Background: an optimization exercise with open tools, aiming at small area, a short achievable clock period and few clock cycles. Do not read the settings as production practice. Only simulation tests tie the RTL to the original design; equivalence was not proved. No activity file was given, so power comes from the tool's default toggle rates.

==> flow/design.v <==
module surgeon_core (
    input  wire        clk,
    input  wire        rst,
    input  wire        cmd_valid,
    output wire        cmd_ready,
    input  wire [63:0] cmd,
    output reg         resp_valid,
    output wire [63:0] resp
);
    reg        u1;
    reg [1:0]  u2;
    reg [2:0]  u3;
    reg [3:0]  u4;
    reg [11:0] u12;
    reg [15:0] tpid, tci;
    reg [47:0] src0, src1, dst0, dst1;
    reg        fs0, fs1, fd0, fd1;
    reg        some0, some1;
    reg [15:0] ttpid0, ttpid1, ttci0, ttci1;    
    reg        ip40, ip41;                      
    assign cmd_ready = 1'b1;
    wire [7:0]  op   = cmd[63:56];
    wire [3:0]  sel  = cmd[55:52];
    wire [3:0]  rsv  = cmd[51:48];
    wire [47:0] data = cmd[47:0];
    wire [15:0] v    = data[15:0];
    wire        b    = data[0];
    wire zh  = (data[47:16] == 32'd0);       
    wire zm  = (data[15:1] == 15'd0);
    wire d1  = zh & zm;                      
    wire dz  = d1 & ~data[0];                
    wire r0  = (rsv == 4'd0);
    wire s0  = (sel == 4'd0);
    wire s1  = (sel == 4'd1);
    wire sH  = (sel[3:1] == 3'd0);
    wire sW  = ~sel[3] & (~sel[2] | (sel[1:0] == 2'd0));
    function automatic m(input [7:0] x);
        m = (op == x);
    endfunction
    wire rw = r0 & sW;
    wire r_0 = r0 & s0;
    wire rH = r0 & sH;
    wire l10 = rw & m(8'h10) & dz;
    wire l11 = rw & m(8'h11) & zh;
    wire l12 = rw & m(8'h12) & zh;
    wire l13 = rw & m(8'h13) & dz;
    wire l14 = rw & m(8'h14) & dz;
    wire l15 = rw & m(8'h15) & dz;
    wire l16 = rw & m(8'h16) & dz;
    wire l17 = rw & m(8'h17) & dz;
    wire l20 = r_0 & m(8'h20) & dz;
    wire l21 = r_0 & m(8'h21) & zh;
    wire l22 = r_0 & m(8'h22) & zh;
    wire l23 = r_0 & m(8'h23) & dz;
    wire l24 = r_0 & m(8'h24) & dz;
    wire l25 = r_0 & m(8'h25) & dz;
    wire l26 = r_0 & m(8'h26) & dz;
    wire l27 = r_0 & m(8'h27) & zh;
    wire l28 = r_0 & m(8'h28) & dz;
    wire l29 = r_0 & m(8'h29) & d1;
    wire l2a = r_0 & m(8'h2A) & dz;
    wire l2b = r_0 & m(8'h2B) & zh;
    wire l30 = rH & m(8'h30) & dz;
    wire l31 = rH & m(8'h31);
    wire l32 = rH & m(8'h32);
    wire l33 = rH & m(8'h33) & dz;
    wire l34 = rH & m(8'h34) & dz;
    wire l35 = rH & m(8'h35) & dz;
    wire l36 = rH & m(8'h36) & dz;
    wire l37 = rH & m(8'h37) & dz;
    wire l38 = rH & m(8'h38) & d1;
    wire l39 = rH & m(8'h39) & dz;
    wire l3a = rH & m(8'h3A) & zh;
    wire l3b = r_0 & m(8'h3B) & dz;
    wire legal = l10 | l11 | l12 | l13 | l14 | l15 | l16 | l17 |
                 l20 | l21 | l22 | l23 | l24 | l25 | l26 | l27 |
                 l28 | l29 | l2a | l2b |
                 l30 | l31 | l32 | l33 | l34 | l35 | l36 | l37 |
                 l38 | l39 | l3a | l3b;
    reg prim_big;                        
    always @(*) begin
        case (sel[2:0])
            3'd0:    prim_big = (v[15:1] != 15'd0);
            3'd1:    prim_big = (v[15:2] != 14'd0);
            3'd2:    prim_big = (v[15:3] != 13'd0);
            3'd3:    prim_big = (v[15:4] != 12'd0);
            default: prim_big = (v[15:12] != 4'd0);
        endcase
    end
    wire v_le7    = (v[15:3] == 13'd0);
    wire v_lefff  = (v[15:12] == 4'd0);
    wire v_islen  = (v <= 16'd1500);
    wire v_ip4    = (v == 16'h0800);
    wire e_range = ((l11 | l12) & prim_big) | (l27 & ~v_le7) | (l2b & ~v_lefff);
    wire e_islen = l3a & v_islen;
    wire e_unkn  = l3a & ~v_islen & ~v_ip4;
    wire zs0 = (src0 == 48'd0), zs1 = (src1 == 48'd0);
    wire zd0 = (dst0 == 48'd0), zd1 = (dst1 == 48'd0);
    wire eq_src = fs0 ? (fs1 ? (src0 == src1) : zs0) : (fs1 ? zs1 : 1'b1);
    wire eq_dst = fd0 ? (fd1 ? (dst0 == dst1) : zd0) : (fd1 ? zd1 : 1'b1);
    wire hdr_eq = eq_src & eq_dst & (ip40 == ip41) &
                  (some0 == some1) &
                  (~some0 | ((ttpid0 == ttpid1) & (ttci0 == ttci1)));
    wire h = sel[0];
    reg [11:0] prim_val, prim_max;
    reg [3:0]  prim_bits;
    always @(*) begin
        case (sel[2:0])
            3'd0:    begin prim_val = {11'd0, u1}; prim_max = 12'h001; prim_bits = 4'd1;  end
            3'd1:    begin prim_val = {10'd0, u2}; prim_max = 12'h003; prim_bits = 4'd2;  end
            3'd2:    begin prim_val = {9'd0,  u3}; prim_max = 12'h007; prim_bits = 4'd3;  end
            3'd3:    begin prim_val = {8'd0,  u4}; prim_max = 12'h00F; prim_bits = 4'd4;  end
            default: begin prim_val = u12;         prim_max = 12'hFFF; prim_bits = 4'd12; end
        endcase
    end
    wire gt0 = l37 & ~h & some0;
    wire gt1 = l37 &  h & some1;
    wire [47:0] rdata =
        ({48{l33 & ~h & fs0}} & src0) |
        ({48{l33 &  h & fs1}} & src1) |
        ({48{l34 & ~h & fd0}} & dst0) |
        ({48{l34 &  h & fd1}} & dst1) |
        ({48{gt0}} & {15'd0, 1'b1, ttpid0, ttci0}) |
        ({48{gt1}} & {15'd0, 1'b1, ttpid1, ttci1}) |
        ({48{l23}} & {32'd0, tpid}) |
        ({48{l24}} & {32'd0, tci}) |
        ({48{l2a}} & {36'd0, tci[11:0]}) |
        ({48{l26}} & {45'd0, tci[15:13]}) |
        ({48{l28}} & {47'd0, tci[12]}) |
        ({48{l25}} & {47'd0, (tpid == 16'h8100)}) |
        ({48{l11 & ~prim_big}} & {36'd0, v[11:0]}) |
        ({48{l13}} & {36'd0, prim_val}) |
        ({48{l16}} & {36'd0, prim_max}) |
        ({48{l17}} & {44'd0, prim_bits}) |
        ({48{l14}} & 48'd1) |
        ({48{l3b}} & {47'd0, hdr_eq}) |
        ({48{(l39 & (h ? ip41 : ip40)) | (l3a & v_ip4)}} & 48'h800);
    reg [2:0]  resp_st;
    reg [47:0] resp_rd;
    always @(posedge clk) begin
        resp_valid <= cmd_valid & ~rst;
        resp_st[2] <= ~legal;
        resp_st[1] <= e_islen | e_unkn;
        resp_st[0] <= e_range | e_unkn;
        resp_rd    <= rdata;
    end
    assign resp = {1'b0, resp_st, 12'd0, resp_rd};
    wire        go  = cmd_valid & ~rst;
    wire [47:0] md  = data & {48{~rst}};
    wire wp = go & (l10 | ((l11 | l12) & ~prim_big));
    always @(posedge clk) begin
        if (rst | (wp & (sel[2:0] == 3'd0))) u1  <= md[0];
        if (rst | (wp & (sel[2:0] == 3'd1))) u2  <= md[1:0];
        if (rst | (wp & (sel[2:0] == 3'd2))) u3  <= md[2:0];
        if (rst | (wp & (sel[2:0] == 3'd3))) u4  <= md[3:0];
        if (rst | (wp & (sel[2:0] == 3'd4))) u12 <= md[11:0];
    end
    wire t_get  = go & (gt0 | gt1);
    wire t_std  = go & (l20 | l21);           
    wire t_tpid = go & l22;
    wire t_pcp  = go & l27 & v_le7;
    wire t_dei  = go & l29;
    wire t_vid  = go & l2b & v_lefff;
    always @(posedge clk) begin
        if (rst) begin
            tpid <= 16'h8100;
            tci  <= 16'h0000;
        end else if (t_get) begin
            tpid <= h ? ttpid1 : ttpid0;
            tci  <= h ? ttci1  : ttci0;
        end else begin
            if (t_std)  tpid <= 16'h8100;
            if (t_tpid) tpid <= v;
            if (t_std)  tci  <= v;
            if (t_pcp)  tci[15:13] <= v[2:0];
            if (t_dei)  tci[12]    <= b;
            if (t_vid)  tci[11:0]  <= v[11:0];
        end
    end
    wire c0 = rst | (go & l30 & ~h);
    wire c1 = rst | (go & l30 &  h);
    always @(posedge clk) begin
        if (cmd_valid & l31 & ~h) src0 <= data;
        if (cmd_valid & l31 &  h) src1 <= data;
        if (cmd_valid & l32 & ~h) dst0 <= data;
        if (cmd_valid & l32 &  h) dst1 <= data;
        if (c0 | (go & l31 & ~h)) fs0 <= ~c0;
        if (c1 | (go & l31 &  h)) fs1 <= ~c1;
        if (c0 | (go & l32 & ~h)) fd0 <= ~c0;
        if (c1 | (go & l32 &  h)) fd1 <= ~c1;
        if (c0 | (go & (l35 | l36) & ~h)) some0 <= ~c0 & l35;
        if (c1 | (go & (l35 | l36) &  h)) some1 <= ~c1 & l35;
        if (go & l35 & ~h) begin ttpid0 <= tpid; ttci0 <= tci; end
        if (go & l35 &  h) begin ttpid1 <= tpid; ttci1 <= tci; end
        if (c0 | (go & (l38 | (l3a & v_ip4)) & ~h)) ip40 <= ~c0 & (l3a | b);
        if (c1 | (go & (l38 | (l3a & v_ip4)) &  h)) ip41 <= ~c1 & (l3a | b);
    end
endmodule
==> flow/run.sh <==
#!/bin/bash
# synth_recipe.tcl (not shown) runs the flow's synth.tcl, then flattens the netlist and writes it again
# the make line also repeats each setting of config.mk as NAME=value (left out here)
make -C /OpenROAD-flow-scripts/flow DESIGN_CONFIG=/design/flow/config.mk WORK_HOME=/design/flow/orfs CLKGATE_MAP_FILE= SYNTH_SCRIPT=/design/flow/synth_recipe.tcl finish
==> flow/config.mk <==
export PLATFORM = sky130hd
export DESIGN_NAME = surgeon_core
export DESIGN_NICKNAME = surgeon_core
export VERILOG_FILES = /design/flow/design.v
export SDC_FILE = /design/flow/constraint.sdc
export NUM_CORES = 4
export LEC_CHECK = 0
export CAP_MARGIN = 20
export CORE_MARGIN = 2
export CORE_UTILIZATION = 40
export SETUP_SLACK_MARGIN = 2.5
export SLEW_MARGIN = 20
==> flow/constraint.sdc <==
create_clock -name core_clock -period 5.0 [get_ports {clk}]
set_input_delay 1.0000 -clock core_clock [delete_from_list [all_inputs] [get_ports {clk}]]
set_output_delay 1.0000 -clock core_clock [all_outputs]
set_load 0.01 [all_outputs]
==> flow_metrics.tcl, run 1 <==
set metrics [dict create \
    hold_violations 0 \
    initial_utilization 0.4074 \
    clk_pin_slew_ns 0.06 \
    finalCritPeriodShare 0.5583 \
    grt_pass1_vias 13690 \
    grt_max_degree 54 \
    cts_tree "done" \
    worst_pin_slew_ns 1.106 \
    synth_common_cells "edfxtp_1, dfxtp_1, nor4_1" \
    dp_slack_ns 0.5320 \
    layout-drive-gt1-share 0.3356 \
    period_minus_slack_ns 2.792 \
    synthArstFlopShare 0 \
    n_antenna_cell 0 \
    skew_ns 0.01140 \
    ant_nets 0 \
    io_buffers 118 \
    wl_um 73810 \
    tns_ns 0 \
    hpwl_um 46570 \
    antenna_found_initial 0 \
    relSlewSlack 0.2627 \
    cap_viol_max_count 0 \
    place_inst 1920 \
    avgSynthCellArea_um2 12.92 \
    yosys.area.top_type "edfxtp_1" \
    cts-root-buf "clkbuf_16" \
    synth_ff_type "edfxtp_1" \
    leakagePower_uw 0.008489 \
    insertion_delay_ns 0.55 \
    synth.area.top_cells "edfxtp_1, dfxtp_1, xnor2_1" \
    required_ns 5.36 \
    drcViolationCount 0 \
    worst_slack_ns 2.208 \
    power.density_mw_per_mm2 276.3 \
    detail_route.wl_per_cell_um 33.86 \
    core_area_mm2 0.04111 \
    synth.top_cell.area_share 0.5127 \
    finalSetupViolations 0 \
    area_delta_synth_final_pct 42.22 \
    grt_pass1_wl_um 100800 \
    startpoint_type "input port" \
    drt_iter0_markers 2411 \
    synth_edf_count 286 \
    fp-row-count 74 \
    synth_area_mm2 0.01675 \
    fillers 3277 \
    die_h_um 208.6 \
    worstPathMaxFanout 8 \
    io_pins 133 \
    criticalPathCategory "in -> reg" \
    netlist_instances 1296 \
    status "finished clean" \
    maxSlewViolCount 0 \
    timing.critical_path.arrival_ns 3.15 \
    holdWs_ns 0.4948 \
    fmax_mhz 358.2 \
    nets 1686 \
    cts.sinks 370 \
    rr_worst_depth 6 \
    fp.dieArea_mm2 0.04353 \
    ir_drop_uv 199.2 \
    postCtsHoldBufs 0 \
    final_cells 2180 \
    numCtsBuffers 39 \
    globalRouteTotalUtil 0.3230 \
    vias_per_cell 6.658 \
    htreeDepth 2 \
    holdPathStages 2 \
    vias 14520 \
    yosysSeqAreaShare 0.6131 \
    yosys_warnings 1 \
    place_congestion 0.9879 \
    ys_types 79 \
    hold_path_class "reg -> reg" \
    synth_most_common_cell "edfxtp_1" \
    dieWidth_um 208.6 \
    clock_path_buffers 3 \
    cp-end-kind "register" \
    rsz0062_at_grt "yes" \
    grt_overflow_total 0 \
    yosys_register_bits 370 \
    drt_first_pass_iters 9 \
]
## worst paths after layout
kind,start,to,slack (ns)
worst max register to register,src1[46],resp_rd[0],2.33
worst max-delay path,cmd[0],resp_rd[22],2.21
worst min-delay path,u12[8],resp_rd[8],0.49
worst min register to register,u12[8],resp_rd[8],0.49
## power breakdown
group | switching [uW] | total (uW) | internal (uW)
Sequential | 16.2 | 3330 | 3320
Combinational | 210 | 340 | 130
Clock | 1230 | 2910 | 1680
Total | 1450 | 6580 | 5130
## layer usage
layer | share of wire | vias up | wire, um | track usage
li1 | - | 5886 | - | -
met1 | 0.36 | 7038 | 26630 | 0.4220
met2 | 0.44 | 1293 | 32720 | 0.5010
met3 | 0.12 | 298 | 9009 | 0.06552
met4 | 0.074 | 0 | 5457 | 0.1889
met5 | 0 | - | 0 | 0
## flip-flops by register name, summed over array words and instances (netlist names), 2 cells and up
register  count
resp_st       3
src0         48
resp_rd      48
dst1         48
u2            2
tci          16
u12          12
u4            4
ttci0        16
u3            3
ttpid0       16
src1         48
tpid         16
ttpid1       16
dst0         48
ttci1        16
## layout by cell type, fill, tap and decap left out, drive strengths merged, types with 13 or more instances in the layout
cell / n
mux2i: 19
nand4: 43
edfxtp: 286
nand3: 37
a211oi: 19
nor4: 88
o22ai: 13
a221o: 17
clkdlybuf4s50: 50
mux2: 16
buf: 269
nand2: 41
a21oi: 64
conb: 14
clkbuf: 80
a22o: 22
nor3: 25
xnor2: 68
dfxtp: 84
inv: 13
a222oi: 43
nor2: 60
a22oi: 29
xor2: 56
o21ai: 17
nor2b: 20
## area by class of cell
| cell class | count | area (um^2) | share of cell area |
|---|---|---|---|
| Timing Repair Buffer | 354 | 4415 | 0.1854 |
| Tap cell | 532 | 665.6 | 0.02794 |
| Clock buffer | 60 | 1105 | 0.04638 |
| Clock inverter | 10 | 131.4 | 0.005515 |
| Inverter | 13 | 52.55 | 0.002206 |
| Multi-Input combinational cell | 841 | 7182 | 0.3015 |
| Sequential cell | 370 | 10270 | 0.4311 |
## kinds of logic after synthesis
| group | after synthesis | synth area share |
|---|---|---|
| AO/OA/AOI/OAI | 290 | 0.1343 |
| other | 2 | 0.0004484 |
| flip-flops | 370 | 0.6131 |
| AND/OR/NAND/NOR | 373 | 0.1344 |
| buffers and inverters | 101 | 0.02943 |
| multiplexers | 36 | 0.02346 |
| XOR/XNOR | 124 | 0.06484 |
## critical path, stage by stage
cell	delay (ns)
dlygate4sd2_1	0.57
nor2_4	0.15
and3_4	0.22
buf_12	0.12
a222oi_1	0.90
nand2_1	0.19
## what timing repair did
item | in CTS | in global routing
hold endpoints to repair | 0 | 0
cloned | 25 | 18
buffers inserted | 109 | 38
pin swaps | 93 | 100
setup endpoints to repair | 379 | 306
resized for setup | 481 | 133
## through the flow
step,utilization,power [uW],area [um^2]
floorplan,-,3513,17300
global placement,0.4633,3670,19050
detailed placement,0.4633,3671,19050
CTS,0.5490,6561,22570
global route,0.5795,6706,23820
finish,0.5795,6581,23820
Testbench counts, summed over its fixed seeds: cycles 12,008.
==> run 2: changes to the inputs <==
--- a/flow/config.mk
+++ b/flow/config.mk
@@ -9,4 +9,5 @@
 export CORE_MARGIN = 2
 export CORE_UTILIZATION = 40
+export CTS_BUF_LIST = sky130_fd_sc_hd__clkbuf_8
 export SETUP_SLACK_MARGIN = 2.5
 export SLEW_MARGIN = 20
==> flow_metrics.tcl, run 2 <==
set metrics [dict create \
    hpwl_um 46570 \
    area_delta_synth_final_pct 35.01 \
    relSlewSlack 0.2925 \
    wl_um 72200 \
    layout-drive-gt1-share 0.3088 \
    status "finished clean" \
    synth_most_common_cell "edfxtp_1" \
    leakagePower_uw 0.008323 \
    tns_ns 0 \
    synth_edf_count 286 \
    maxSlewViolCount 0 \
    final_cells 2152 \
    yosys.area.top_type "edfxtp_1" \
    fin_util 0.5501 \
    place_inst 1920 \
    final_area_mm2 0.02261 \
    detail_route.wl_per_cell_um 33.55 \
    initial_utilization 0.4074 \
    numCtsBuffers 59 \
    io_buffers 118 \
    globalRouteTotalUtil 0.3155 \
    startpoint_type "input port" \
    cts-root-buf "clkbuf_8" \
    vias 14240 \
    netlist_instances 1296 \
    period_minus_slack_ns 2.659 \
    critical_path.max_stage_delay_ns 0.41 \
    place_congestion 0.9879 \
    drcViolationCount 0 \
    finalPower_uw 6556 \
    crit_top_cell "buf_6" \
    finalSetupViolations 0 \
    mostFrequentLayoutCell "edfxtp_1" \
    grt_pass1_wl_um 98330 \
    synth_common_cells "edfxtp_1, dfxtp_1, nor4_1" \
    grt_overflow_total 0 \
    dieWidth_um 208.6 \
    avgSynthCellArea_um2 12.92 \
    rsz0062_at_grt "yes" \
    io_pins 133 \
    ys_types 79 \
    ir_drop_uv 164.6 \
    clk_pin_slew_ns 0.07 \
    drt_first_pass_iters 6 \
    synthArstFlopShare 0 \
    criticalPathCategory "in -> reg" \
    clock_path_buffers 3 \
    layout_common_cells "edfxtp_1, dfxtp_1, buf_4" \
    timing.critical_path.arrival_ns 3.21 \
    finalCritPeriodShare 0.5318 \
    drt_iter0_markers 2552 \
    cp-end-kind "register" \
    cts.sinks 370 \
    yosys_warnings 1 \
    required_ns 5.55 \
    ff_latch_area_mm2 0.01027 \
    worst_pin_slew_ns 1.061 \
    nets 1637 \
    cts_tree "done" \
    ant_nets 0 \
    crit_path_top_delay_cell "nor4_4" \
    cap_viol_max_count 0 \
    path_cells "buf_12, nor4_4, nand4_4, buf_6, nor3_4, and2_4, and3_4, buf_6, a222oi_1, o2111ai_1" \
    grt_max_degree 54 \
    htreeDepth 2 \
    insertion_delay_ns 0.68 \
    synth_area_mm2 0.01675 \
    r2r_slack_ns 2.36 \
    grt_pass1_vias 13380 \
    hold_path_class "in -> reg" \
    core_area_mm2 0.04111 \
    fillers 3437 \
    fp.dieArea_mm2 0.04353 \
    synth.top_cell.area_share 0.5127 \
    fmax_mhz 376.1 \
    fp-row-count 74 \
    skew_ns 0.03524 \
    die_h_um 208.6 \
    synth_ff_type "edfxtp_1" \
    multi_input_area_mm2 0.007092 \
    worstPathMaxFanout 6 \
    yosys_register_bits 370 \
    power.density_mw_per_mm2 289.9 \
    vias_per_cell 6.618 \
    hold_violations 0 \
    antenna_found_initial 1 \
    synth.area.top_cells "edfxtp_1, dfxtp_1, xnor2_1" \
    placed_area_mm2 0.01905 \
    yosysSeqAreaShare 0.6131 \
]
run 2: worst paths after layout:
path                            startpoint          to  cells after the start
worst max-delay path               cmd[28]  resp_rd[3]                     10
worst min-delay path               cmd[28]    src1[28]                      1
worst max register to register         fs1  resp_rd[0]                      6
worst min register to register      u12[4]  resp_rd[4]                      2
run 2: logic make-up after synthesis:
family,synth area share
and+or+nand+nor,0.1344
DFF,0.6131
AOI/OAI and AO/OA,0.1343
xor gates and xnor gates,0.06484
buffers and inverters,0.02943
muxes,0.02346
other,0.0004484
run 2: where the power goes:
part           internal, uW  switching, uW  leakage [uW]  total [uW]
sequential             3320           14.3       0.00342        3330
combinational           118            209       0.00415         327
clock                  1620           1270      0.000754        2900
run 2: area by class of cell:
cell class	instances	area share
sequential	370	0.4541
timing repair buffer	284	0.1425
antenna	1	0.0001107
tap	532	0.02943
inverter	13	0.002158
multi-input combinational	842	0.3136
clock inverter	37	0.01361
clock buffer	73	0.04443
run 2: metal layers:
| metal | track usage | wire length, um | share of wire |
|---|---|---|---|
| met3 | 0.07469 | 8691 | 0.12 |
| met2 | 0.4820 | 32050 | 0.44 |
| met5 | 0 | 0 | 0 |
| met1 | 0.4142 | 26800 | 0.37 |
| met4 | 0.1778 | 4655 | 0.064 |
run 2: through the flow:
step / hold slack, ns / worst slack, ns
final: 0.5091 / 2.341
after global routing: 0.4840 / 2.369
after CTS: 0.4964 / 2.440
after detailed placement: 0.4801 / 0.5320
after global placement: 0.4724 / 0.4853
after floorplan: 0.4375 / 1.568
run 2: critical path: cells and delay by family:
kind	cells	cell delay [ns]
simple gates	5	1.49
buf+inv	3	0.48
compound gates	2	0.23
run 2: what timing repair did:
item | in CTS | in global routing
setup buffers | 66 | 27
pin swaps | 60 | 101
hold buffers | 0 | 0
gates cloned | 12 | 16
resized for setup | 416 | 154
endpoints found under the setup margin | 429 | 249
==> run 3: changes to the inputs <==
==> flow/flow/run.sh (new file) <==
#!/bin/bash
set -euo pipefail
export BUFFER_PORTS_ARGS="-buffer_cell sky130_fd_sc_hd__buf_4"
bash standard.sh > standard_flow.log 2>&1
==> flow/standard.sh (new file) <==
#!/bin/bash
# synth_recipe.tcl (not shown) runs the flow's synth.tcl, then flattens the netlist and writes it again
# the make line also repeats each setting of config.mk as NAME=value (left out here)
make -C /OpenROAD-flow-scripts/flow DESIGN_CONFIG=/design/flow/config.mk WORK_HOME=/design/flow/orfs CLKGATE_MAP_FILE= SYNTH_SCRIPT=/design/flow/synth_recipe.tcl "${@:-finish}"
removed: flow/run.sh
==> flow_metrics.tcl, run 3 <==
set metrics [dict create \
    hold_path_class "reg -> reg" \
    fmax_mhz 382.3 \
    hpwl_um 46280 \
    hold_violations 0 \
    wl_met3_um 8237 \
    yosys_warnings 1 \
    wl_met2_um 31610 \
    switching_power_uw 1489 \
    layout_common_cells "edfxtp_1, buf_4, dfxtp_1" \
    worst_pin_slew_ns 0.8405 \
    wl_um 70010 \
    detail_route.wl_per_cell_um 33.26 \
    tns_ns 0 \
    drt_iter0_markers 1987 \
    netlist_instances 1296 \
    area_delta_synth_final_pct 29.41 \
    drt_first_pass_iters 7 \
    status "finished clean" \
    die_h_um 208.6 \
    period_minus_slack_ns 2.616 \
    fillers 3528 \
    cap_viol_max_count 0 \
    clock_path_buffers 3 \
    ir_drop_uv 171.4 \
    synth.top_cell.area_share 0.5127 \
    synth_edf_count 286 \
    place_congestion 0.9732 \
    htreeDepth 2 \
    yosysSeqAreaShare 0.6131 \
    finalSetupViolations 0 \
    pwr-share-comb 0.045 \
    nets 1589 \
    worstPathMaxFanout 15 \
    rsz0062_at_grt "yes" \
    globalRouteTotalUtil 0.3015 \
    grt_pass1_vias 12920 \
    pwr-share-seq 0.514 \
    grt_pass1_wl_um 94190 \
    synth_area_mm2 0.01675 \
    cts_tree "done" \
    switching_share 0.2299 \
    initial_utilization 0.4074 \
    leakagePower_uw 0.007774 \
    fp.dieArea_mm2 0.04353 \
    met1_length_um 26110 \
    synthArstFlopShare 0 \
    core_area_mm2 0.04111 \
    pwr-share-clk 0.441 \
    synth.area.top_cells "edfxtp_1, dfxtp_1, xnor2_1" \
    grt_overflow_total 0 \
    maxSlewViolCount 0 \
    clk_pin_slew_ns 0.06 \
    dieWidth_um 208.6 \
    top_layer "met5" \
    synth_ff_type "edfxtp_1" \
    criticalPathCategory "in -> reg" \
    skew_ns 0.03487 \
    yosys_register_bits 370 \
    postCtsHoldBufs 0 \
    insertion_delay_ns 0.69 \
    ys_types 79 \
    worst_slack_ns 2.384 \
    cts-root-buf "clkbuf_8" \
    grt_max_degree 54 \
    finalPower_uw 6480 \
    p_int_uw 4990 \
    required_ns 5.49 \
    vias 13760 \
    avgSynthCellArea_um2 12.92 \
    dp_slack_ns 1.021 \
    rr_worst_depth 7 \
    fp-row-count 74 \
    cp-end-kind "register" \
    layout-drive-gt1-share 0.3115 \
    startpoint_type "input port" \
    io_buffers 118 \
    mostFrequentLayoutCell "edfxtp_1" \
    timing.critical_path.arrival_ns 3.11 \
    synth_most_common_cell "edfxtp_1" \
    numCtsBuffers 59 \
    holdPathStages 0 \
    vias_per_cell 6.538 \
    io_pins 133 \
    yosys.area.top_type "edfxtp_1" \
    finalCritPeriodShare 0.5232 \
    ant_nets 0 \
    n_antenna_cell 0 \
    cts.sinks 370 \
    drcViolationCount 0 \
    relSlewSlack 0.4396 \
    antenna_found_initial 1 \
    synth_common_cells "edfxtp_1, dfxtp_1, nor4_1" \
    power.density_mw_per_mm2 298.9 \
]
[run 3: cell families after synthesis]
| group | count (synthesis) | synth area share |
|---|---|---|
| AND/OR/NAND/NOR | 373 | 0.1344 |
| flip-flops | 370 | 0.6131 |
| AO/OA/AOI/OAI | 290 | 0.1343 |
| XOR/XNOR | 124 | 0.06484 |
| buffers and inverters | 101 | 0.02943 |
| multiplexers | 36 | 0.02346 |
| other | 2 | 0.0004484 |
[run 3: through the flow]
step	std cells	util	area [um^2]	hold WS, ns
2_1_floorplan	1308	-	17300	0.4375
3_3_place_gp	1900	0.4506	18520	0.4718
4_1_cts	2050	0.5002	20560	0.4827
3_5_place_dp	1900	0.4506	18520	0.4688
5_1_grt	2105	0.5273	21680	0.5212
6_report	2105	0.5273	21680	0.4953
[run 3: path summary, 6_finish.rpt]
| kind | startpoint | endpoint | slack (ns) |
|---|---|---|---|
| setup / recovery | cmd[59] | resp_rd[3] | 2.38 |
| hold / removal | tci[3] | ttci1[3] | 0.50 |
| setup reg to reg | ttpid0[7] | resp_rd[0] | 2.39 |
| hold reg to reg | tci[3] | ttci1[3] | 0.50 |
[run 3: area by class of cell]
cell class              count  area (um^2)  share of cell area
flip-flops and latches    370        10270              0.4738
multi-input cells         842         6942              0.3202
well taps                 532        665.6             0.03071
repair buffers            236         2451              0.1131
clock inverters            43        349.1             0.01610
inverters                  13        48.80            0.002251
clock buffers              69        949.7             0.04381
[run 3: power by group through the flow]
stage | combinational [uW] | clock, uW | sequential [uW]
finish | 294 | 2850 | 3330
global route | 304 | 3010 | 3330
CTS | 264 | 2870 | 3330
detailed placement | 247 | 0 | 3400
global placement | 246 | 0 | 3400
floorplan | 122 | 0 | 3390
[run 3: worst max-delay path, cell delays in order]
cell       delay (ns)
buf_4            0.19
nand2b_4         0.21
nor2_2           0.09
and2_1           0.29
nor3b_4          0.22
buf_4            0.14
buf_12           0.15
a222oi_1         0.49
o2111ai_2        0.30
[run 3: per-layer routing]
| metal | up-vias | track usage |
|---|---|---|
| met2 | 1072 | 0.4671 |
| li1 | 5687 | - |
| met4 | 2 | 0.1532 |
| met3 | 235 | 0.06763 |
| met1 | 6767 | 0.3995 |
| met5 | - | 0 |
[run 3: timing repair]
action,4_1_cts,5_1_grt
buffers inserted,33,38
pin swaps,26,60
gates resized for setup,70,108
endpoints found under the hold margin,0,0
cloned,5,17
endpoints found under the setup margin,231,218
==> run 4: changes to the inputs <==
==> flow/flow/run.sh (replaced) <==
#!/bin/bash
set -euo pipefail
export BUFFER_PORTS_ARGS="-buffer_cell sky130_fd_sc_hd__buf_4"
export DONT_USE_CELLS="sky130_fd_sc_hd__a2111o_1 sky130_fd_sc_hd__a2111o_2 sky130_fd_sc_hd__a2111o_4 sky130_fd_sc_hd__a2111oi_0 sky130_fd_sc_hd__a2111oi_1 sky130_fd_sc_hd__a2111oi_2 sky130_fd_sc_hd__a2111oi_4 sky130_fd_sc_hd__nor4_1 sky130_fd_sc_hd__nor4_2 sky130_fd_sc_hd__nor4_4 sky130_fd_sc_hd__nor4b_1 sky130_fd_sc_hd__nor4b_2 sky130_fd_sc_hd__nor4b_4 sky130_fd_sc_hd__nor4bb_1 sky130_fd_sc_hd__nor4bb_2 sky130_fd_sc_hd__nor4bb_4 sky130_fd_sc_hd__o2111a_1 sky130_fd_sc_hd__o2111a_2 sky130_fd_sc_hd__o2111a_4 sky130_fd_sc_hd__o2111ai_1 sky130_fd_sc_hd__o2111ai_2 sky130_fd_sc_hd__o2111ai_4 sky130_fd_sc_hd__or4_1 sky130_fd_sc_hd__or4_2 sky130_fd_sc_hd__or4_4 sky130_fd_sc_hd__or4b_1 sky130_fd_sc_hd__or4b_2 sky130_fd_sc_hd__or4b_4 sky130_fd_sc_hd__or4bb_1 sky130_fd_sc_hd__or4bb_2 sky130_fd_sc_hd__or4bb_4 "
bash standard.sh > standard_flow.log 2>&1
--- a/flow/config.mk
+++ b/flow/config.mk
@@ -8,5 +8,5 @@
 export CAP_MARGIN = 20
 export CORE_MARGIN = 2
-export CORE_UTILIZATION = 40
+export CORE_UTILIZATION = 55
 export CTS_BUF_LIST = sky130_fd_sc_hd__clkbuf_8
 export SETUP_SLACK_MARGIN = 2.5
==> flow_metrics.tcl, run 4 <==
set metrics [dict create \
    status "finished clean" \
    insertion_delay_ns 0.64 \
    synth_area_mm2 0.01675 \
    mostFrequentLayoutCell "edfxtp_1" \
    worst_pin_slew_ns 0.6626 \
    finalCritPeriodShare 0.5271 \
    skew_ns 0.01896 \
    io_pins 133 \
    worst_slack_ns 2.364 \
    synth_ff_type "edfxtp_1" \
    numCtsBuffers 59 \
    dieWidth_um 178.5 \
    htreeDepth 2 \
    wl_met2_um 29350 \
    synth.area.top_cells "edfxtp_1, dfxtp_1, xnor2_1" \
    period_minus_slack_ns 2.636 \
    synthArstFlopShare 0 \
    ir_drop_uv 217.5 \
    power.density_mw_per_mm2 285.9 \
    synth.top_cell.area_share 0.5127 \
    rsz0062_at_grt "yes" \
    drt_iter0_markers 2547 \
    initial_utilization 0.5621 \
    clock_path_buffers 3 \
    hpwl_um 44020 \
    hold_violations 0 \
    fp-row-count 63 \
    yosysSeqAreaShare 0.6131 \
    nets 1603 \
    criticalPathCategory "in -> reg" \
    io_buffers 118 \
    tns_ns 0 \
    switching_share 0.2384 \
    required_ns 5.55 \
    cts.sinks 370 \
    place_congestion 1.001 \
    met1_length_um 23420 \
    timing.critical_path.arrival_ns 3.18 \
    n_antenna_cell 0 \
    maxSlewViolCount 0 \
    pwr-share-comb 0.048 \
    synth_common_cells "edfxtp_1, dfxtp_1, nor4_1" \
    startpoint_type "input port" \
    finalPower_uw 6104 \
    cts-root-buf "clkbuf_8" \
    cts_tree "done" \
    yosys_register_bits 370 \
    avgSynthCellArea_um2 12.92 \
    ys_types 79 \
    vias 14170 \
    clk_pin_slew_ns 0.06 \
    drcViolationCount 0 \
    grt_max_degree 55 \
    die_h_um 178.5 \
    cap_viol_max_count 0 \
    relSlewSlack 0.5582 \
    worstPathMaxFanout 11 \
    grt_pass1_wl_um 90610 \
    dp_slack_ns 1.078 \
    p_int_uw 4648 \
    synth_most_common_cell "edfxtp_1" \
    fp.dieArea_mm2 0.03187 \
    fmax_mhz 379.4 \
    drt_first_pass_iters 8 \
    layout-drive-gt1-share 0.3144 \
    postCtsHoldBufs 0 \
    yosys.area.top_type "edfxtp_1" \
    pwr-share-clk 0.406 \
    grt_overflow_total 0 \
    synth_edf_count 286 \
    grt_pass1_vias 13070 \
    core_area_mm2 0.02980 \
    wl_um 65820 \
    yosys_warnings 1 \
    hold_path_class "reg -> reg" \
    vias_per_cell 7.167 \
    globalRouteTotalUtil 0.4012 \
    pwr-share-seq 0.546 \
    finalSetupViolations 0 \
    area_delta_synth_final_pct 27.44 \
    cp-end-kind "register" \
    top_layer "met5" \
    layout_common_cells "edfxtp_1, buf_4, dfxtp_1" \
    antenna_found_initial 2 \
    ant_nets 0 \
    detail_route.wl_per_cell_um 33.29 \
    wl_met3_um 8000 \
    leakagePower_uw 0.007686 \
    switching_power_uw 1455 \
    netlist_instances 1296 \
]
-- run 4: cell counts after synthesis --
Identical to the previous run, type by type.
-- run 4: cell type report --
class / count / area [um^2]
fillers: 2103 / 8451
well taps: 390 / 488.0
clock buffers: 63 / 867.1
clock inverters: 49 / 249.0
inverters: 13 / 48.80
multi-input cells: 841 / 6960
flip-flops and latches: 370 / 10270
repair buffers: 251 / 2462
-- run 4: path summary, 6_finish.rpt --
path | start | end | slack [ns] | depth (start not counted)
setup / recovery | cmd[4] | resp_rd[2] | 2.36 | 12
hold / removal | tci[5] | ttci0[5] | 0.48 | 0
setup reg to reg | dst1[22] | resp_rd[0] | 2.42 | 6
hold reg to reg | tci[5] | ttci0[5] | 0.48 | 0
-- run 4: what timing repair did --
item                                    in CTS  in global routing
pin swaps                                   37                 59
gates resized for setup                     97                 97
cloned                                       6                  6
hold endpoints to repair                     0                  0
buffers inserted                            61                 34
endpoints found under the setup margin     246                205
-- run 4: per-layer routing --
layer | GRT usage | up-vias
li1 | - | 5705
met1 | 0.5199 | 6895
met2 | 0.6255 | 1233
met3 | 0.09676 | 334
met4 | 0.2154 | 2
met5 | 0 | -
-- run 4: power by group through the flow --
stage / clock, uW / sequential, uW / combinational, uW
after floorplan: 0 / 3390 / 122
after global placement: 0 / 3400 / 238
after detailed placement: 0 / 3400 / 240
after CTS: 2490 / 3330 / 266
after global routing: 2620 / 3330 / 303
final: 2480 / 3330 / 294
-- run 4: per-stage QoR --
step,util,hold WS [ns],area [um^2],instances
6_report,0.7164,0.4846,21350,1977
5_1_grt,0.7164,0.4892,21350,1977
4_1_cts,0.6895,0.4857,20540,1937
3_5_place_dp,0.6166,0.4836,18370,1758
3_3_place_gp,0.6166,0.4739,18370,1758
2_1_floorplan,-,0.4375,17300,1308
-- run 4: critical path, cell delays in order --
cell      delay [ns]
buf_12          0.14
nor4_4          0.40
nand4_1         0.22
buf_4           0.20
nor2_4          0.08
buf_4           0.16
nand3_1         0.17
nor2_4          0.19
buf_12          0.16
buf_12          0.16
a22oi_1         0.12
nand4b_1        0.18
-- run 4: logic make-up after synthesis --
logic type             synth area share
AND/OR/NAND/NOR                  0.1344
multiplexers                    0.02346
flip-flops                       0.6131
AO/OA/AOI/OAI                    0.1343
XOR/XNOR                        0.06484
buffers and inverters           0.02943
other                         0.0004484
==> run 5: changes to the inputs <==
--- a/flow/config.mk
+++ b/flow/config.mk
@@ -9,5 +9,4 @@
 export CORE_MARGIN = 2
 export CORE_UTILIZATION = 55
-export CTS_BUF_LIST = sky130_fd_sc_hd__clkbuf_8
 export SETUP_SLACK_MARGIN = 2.5
 export SLEW_MARGIN = 20
==> flow_metrics.tcl, run 5 <==
set metrics [dict create \
    layout-drive-gt1-share 0.3515 \
    drt_first_pass_iters 9 \
    synth_top_family_by_area "simple AND/OR/NAND/NOR gates" \
    hp-start "u12[6]" \
    holdWs_ns 0.5047 \
    timing.critical_path.arrival_ns 3.01 \
    tns_ns 0 \
    r2r-start "dst0[42]" \
    fp.dieArea_mm2 0.03187 \
    vias_per_cell 7.398 \
    fp-row-count 63 \
    clk_pin_slew_ns 0.06 \
    core_area_mm2 0.02980 \
    io_pins 133 \
    min_to "resp_rd[6]" \
    synth_ff_type "edfxtp_1" \
    drcViolationCount 0 \
    ant_nets 0 \
    leakagePower_uw 0.008210 \
    detail_route.wl_per_cell_um 35.02 \
    initial_utilization 0.5621 \
    worstPathMaxFanout 8 \
    synth_edf_count 286 \
    netlist_instances 1296 \
    maxSlewViolCount 0 \
    r2r_slack_ns 2.30 \
    cp-end-kind "register" \
    cts_tree "done" \
    holdPathStages 2 \
    insertion_delay_ns 0.54 \
    cap_viol_max_count 0 \
    synth-xor-area-share 0.06484 \
    synth_fa_ha_area_frac 0 \
    postCtsHoldBufs 0 \
    hpwl_um 44020 \
    io_buffers 118 \
    avgSynthCellArea_um2 12.92 \
    dieWidth_um 178.5 \
    n_antenna_cell 0 \
    synth.area.mux_share 0.02346 \
    vias 14720 \
    finalCritPeriodShare 0.5546 \
    cts.sinks 370 \
    yosys_register_bits 370 \
    mostFrequentLayoutCell "edfxtp_1" \
    skew_ns 0.02090 \
    clock_path_buffers 3 \
    yosys.area_share.simple 0.1344 \
    ir_drop_uv 250.5 \
    synth.top_cell.area_share 0.5127 \
    power.density_mw_per_mm2 286.8 \
    synth_area_mm2 0.01675 \
    grt_pass1_wl_um 95190 \
    rsz0062_at_grt "yes" \
    grt_pass1_vias 13630 \
    r2r_end "resp_rd[0]" \
    worst_pin_slew_ns 0.7534 \
    status "finished clean" \
    synth-compound-area-share 0.1343 \
    grt_max_degree 55 \
    startpoint_type "input port" \
    relSlewSlack 0.4977 \
    yosysSeqAreaShare 0.6131 \
    drt_iter0_markers 2944 \
    ys_types 79 \
    hold_violations 0 \
    yosys.area.top_type "edfxtp_1" \
    synthArstFlopShare 0 \
    die_h_um 178.5 \
    place_congestion 1.001 \
    grt_overflow_total 0 \
    nets 1635 \
    layout_common_cells "edfxtp_1, buf_4, dfxtp_1" \
    period_minus_slack_ns 2.773 \
    rr_worst_depth 6 \
    fmax_mhz 360.6 \
    yosys_warnings 1 \
    hold_path_class "reg -> reg" \
    area_delta_synth_final_pct 35.03 \
    synth_most_common_cell "edfxtp_1" \
    numCtsBuffers 39 \
    wl_um 69660 \
    required_ns 5.24 \
    synth_common_cells "edfxtp_1, dfxtp_1, nor4_1" \
    antenna_found_initial 0 \
    synth.area.top_cells "edfxtp_1, dfxtp_1, xnor2_1" \
    globalRouteTotalUtil 0.4224 \
    htreeDepth 2 \
    cts-root-buf "clkbuf_16" \
    criticalPathCategory "in -> reg" \
    finalSetupViolations 0 \
]
==> run 5: cell counts after synthesis <==
Identical to the previous run, type by type.
==> run 5: area by class of cell <==
cell class              count  area, um^2
fillers                  1900        7178
inverters                  13       48.80
repair buffers            300        3312
well taps                 390       488.0
flip-flops and latches    370       10270
clock buffers              52        1077
multi-input cells         844        7262
clock inverters            20       160.2
==> run 5: worst max-delay path, stage by stage <==
cell	delay, ns
buf_12	0.11
nor4_4	0.41
buf_4	0.19
nand4_1	0.12
buf_6	0.18
nor2_4	0.10
and3_4	0.23
nand2_8	0.06
nor3_4	0.16
buf_6	0.19
buf_12	0.11
buf_16	0.13
==> run 5: per-stage QoR <==
stage	utilization	area, um^2	cells	power [uW]	setup WS (ns)
after floorplan	-	17300	1308	3513	1.568
after global placement	0.6166	18370	1758	3635	1.187
after detailed placement	0.6166	18370	1758	3637	1.078
after CTS	0.7293	21730	1950	6450	2.326
after global routing	0.7591	22620	1989	6597	2.194
final	0.7591	22620	1989	6486	2.227
==> run 5: where the power goes <==
group	total, uW	internal [uW]	leakage [uW]	switching (uW)
clock network	2850	1630	0.000610	1220
logic	307	111	0.00418	196
registers	3330	3320	0.00342	15.2
total	6490	5060	0.00821	1430
==> run 5: how the worst max path moves through the flow <==
stage,startpoint,end,slack (ns)
global route,cmd[30],tci[14],2.19
floorplan,cmd[49],fd0,1.57
detailed placement,cmd[33],resp_rd[7],1.08
CTS,cmd[15],ttci1[11],2.33
finish,cmd[14],ttci1[11],2.23
global placement,cmd[52],tci[0],1.19
==> run 5: kinds of logic (layout without fill, tap and decap cells) <==
kind of cell,after synthesis,in the layout
AND/OR/NAND/NOR,373,379
flip-flops,370,370
AO/OA/AOI/OAI,290,291
XOR/XNOR,124,124
buffers and inverters,101,385
multiplexers,36,36
other,2,14
==> run 5: timing repair <==
item,CTS,global route
setup endpoints to repair,308,212
pin swaps,70,84
cloned,19,6
resized for setup,191,112
buffers inserted,101,33
==> run 5: per-layer routing <==
metal	track usage	part of all wire
met1	0.5406	0.34
met2	0.6470	0.44
met3	0.09974	0.13
met4	0.2703	0.087
met5	0	0
==> run 6: changes to the inputs <==
--- a/flow/config.mk
+++ b/flow/config.mk
@@ -9,4 +9,5 @@
 export CORE_MARGIN = 2
 export CORE_UTILIZATION = 55
+export CTS_BUF_LIST = sky130_fd_sc_hd__clkbuf_4
 export SETUP_SLACK_MARGIN = 2.5
 export SLEW_MARGIN = 20
==> flow_metrics.tcl, run 6 <==
set metrics [dict create \
    status "finished clean" \
    required_ns 5.66 \
    ys_types 79 \
    finalPower_uw 6172 \
    grt_max_degree 54 \
    worst_slack_ns 2.410 \
    drt_first_pass_iters 7 \
    initial_utilization 0.5621 \
    critical_path.max_stage_delay_ns 0.45 \
    worstPathMaxFanout 8 \
    fp.dieArea_mm2 0.03187 \
    htreeDepth 3 \
    vias 14010 \
    yosysSeqAreaShare 0.6131 \
    path_delay_family "simple AND/OR/NAND/NOR gates" \
    grt_overflow_total 0 \
    drt_iter0_markers 2572 \
    rsz0062_at_grt "yes" \
    clk_pin_slew_ns 0.07 \
    crit_path_top_delay_cell "nor4_4" \
    cts_tree "done" \
    area_delta_synth_final_pct 22.90 \
    globalRouteTotalUtil 0.3932 \
    dieWidth_um 178.5 \
    path_cells "buf_4, nor4_4, nand4_1, buf_4, or2_4, or2_4, nor3_4, a222oi_1, nand4_1" \
    skew_ns 0.04152 \
    period_minus_slack_ns 2.590 \
    mostFrequentLayoutCell "edfxtp_1" \
    place_congestion 1.001 \
    avgSynthCellArea_um2 12.92 \
    relSlewSlack 0.5647 \
    detail_route.wl_per_cell_um 32.00 \
    io_pins 133 \
    worst_pin_slew_ns 0.6529 \
    dp_slack_ns 1.078 \
    synth_most_common_cell "edfxtp_1" \
    layout-drive-gt1-share 0.3096 \
    core_area_mm2 0.02980 \
    criticalPathCategory "in -> reg" \
    place_inst 1758 \
    crit_buf_inv 2 \
    synth_area_mm2 0.01675 \
    cp-end-kind "register" \
    ant_nets 0 \
    nets 1588 \
    final_area_mm2 0.02059 \
    hold_path_class "in -> reg" \
    clock_path_buffers 3 \
    yosys.area.top_type "edfxtp_1" \
    grt_pass1_vias 13040 \
    fmax_mhz 386.1 \
    final_cells 1990 \
    drcViolationCount 0 \
    maxSlewViolCount 0 \
    layout_common_cells "edfxtp_1, buf_4, clkbuf_4" \
    finalSetupViolations 0 \
    synth_ff_type "edfxtp_1" \
    hold_violations 0 \
    cap_viol_max_count 0 \
    yosys_register_bits 370 \
    leakagePower_uw 0.007377 \
    fillers 2243 \
    grt_pass1_wl_um 88910 \
    cts-root-buf "clkbuf_4" \
    insertion_delay_ns 0.78 \
    synth.top_cell.area_share 0.5127 \
    startpoint_type "input port" \
    synth.area.top_cells "edfxtp_1, dfxtp_1, xnor2_1" \
    synth_common_cells "edfxtp_1, dfxtp_1, nor4_1" \
    power.density_mw_per_mm2 299.8 \
    numCtsBuffers 92 \
    hpwl_um 44020 \
    fp-row-count 63 \
    cts.sinks 370 \
    vias_per_cell 7.039 \
    yosys_warnings 1 \
    ir_drop_uv 236.8 \
    synth_edf_count 286 \
    die_h_um 178.5 \
    synthArstFlopShare 0 \
    timing.critical_path.arrival_ns 3.25 \
    antenna_found_initial 1 \
    wl_um 63680 \
    placed_area_mm2 0.01837 \
    netlist_instances 1296 \
    io_buffers 118 \
    finalCritPeriodShare 0.5179 \
    tns_ns 0 \
]
[run 6: stage by stage]
stage               hold slack, ns  utilization
floorplan                   0.4375            -
global placement            0.4739       0.6166
detailed placement          0.4836       0.6166
CTS                         0.4008       0.6730
global route                0.4272       0.6909
finish                      0.4480       0.6909
[run 6: what timing repair did]
item	4_1_cts	5_1_grt
pin swaps	16	25
gates cloned	2	4
endpoints found under the setup margin	216	247
setup buffers	24	29
gates resized for setup	48	47
hold buffers	0	0
[run 6: routing by layer]
layer	GRT usage	wire length, um	up-vias	share of wire
met5	0	0	-	0
met4	0.2053	4070	0	0.064
met3	0.08163	7944	270	0.12
met2	0.6150	28930	1194	0.45
met1	0.5189	22730	6814	0.36
li1	-	-	5729	-
[run 6: cells by family after synthesis]
logic type	synth area share
and+or+nand+nor	0.1344
DFF	0.6131
AOI/OAI and AO/OA	0.1343
xor gates and xnor gates	0.06484
buffers and inverters	0.02943
muxes	0.02346
other	0.0004484
[run 6: path summary, 6_finish.rpt]
| path | from | to | slack, ns | depth (start not counted) |
|---|---|---|---|---|
| worst max register to register | src0[43] | resp_rd[0] | 2.42 | 7 |
| worst min register to register | tci[3] | ttci1[3] | 0.50 | 0 |
| worst min-delay path | cmd[45] | dst1[45] | 0.45 | 1 |
| worst max-delay path | cmd[15] | resp_rd[4] | 2.41 | 9 |
[run 6: cell type report]
type | count | area, um^2 | share of cell area
Antenna cell | 1 | 2.502 | 0.0001216
Clock buffer | 136 | 1021 | 0.04960
Clock inverter | 36 | 175.2 | 0.008509
Inverter | 13 | 48.80 | 0.002370
Multi-Input combinational cell | 841 | 6790 | 0.3298
Sequential cell | 370 | 10270 | 0.4989
Tap cell | 390 | 488.0 | 0.02370
Timing Repair Buffer | 203 | 1790 | 0.08698
[run 6: power by group]
part / switching, uW / internal, uW / total [uW]
combinational: 181 / 84.7 / 265
sequential: 12.6 / 3320 / 3330
clock: 1270 / 1310 / 2580
total: 1460 / 4710 / 6170

## re-timing with driven ports
Ports are ideal in the flow. The routed layouts listed here were re-timed in OpenROAD.
Step 1 (the two cells are an assumption about what drives the block):
set clk [get_ports {clk}]
set_driving_cell -lib_cell sky130_fd_sc_hd__clkbuf_16 $clk
set_driving_cell -lib_cell sky130_fd_sc_hd__buf_2 [delete_from_list [all_inputs] $clk]
Step 2 also shifts input and output timing later by t, the mid clock arrival at the registers, as if the neighbouring blocks saw the same clock.
a / b / c = no drivers / after step 1 / after step 2; a / b = the first two.
run	shift t [ns]	setup slack, ns	slew at the worst register clock pin (ns)	worst slew at a driven data input, ns	pins driven straight from the clock port
run 1	0.600	2.208 / 2.238 / 1.638	0.07 / 0.07	0.06	1
run 2	0.712	2.341 / 2.340 / 1.629	0.07 / 0.07	0.06	1
run 3	0.722	2.384 / 2.379 / 1.657	0.07 / 0.07	0.23	1
run 4	0.681	2.364 / 2.369 / 1.688	0.07 / 0.07	0.07	1
run 5	0.583	2.227 / 2.232 / 1.650	0.07 / 0.07	0.26	1
run 6	0.805	2.410 / 2.405 / 1.600	0.08 / 0.08	0.06	1
After both steps setup and hold are still met in every run listed. For run 6, which loses most, drivers alone change the setup slack by -0.005 ns; drivers and shift together by -0.810 ns.
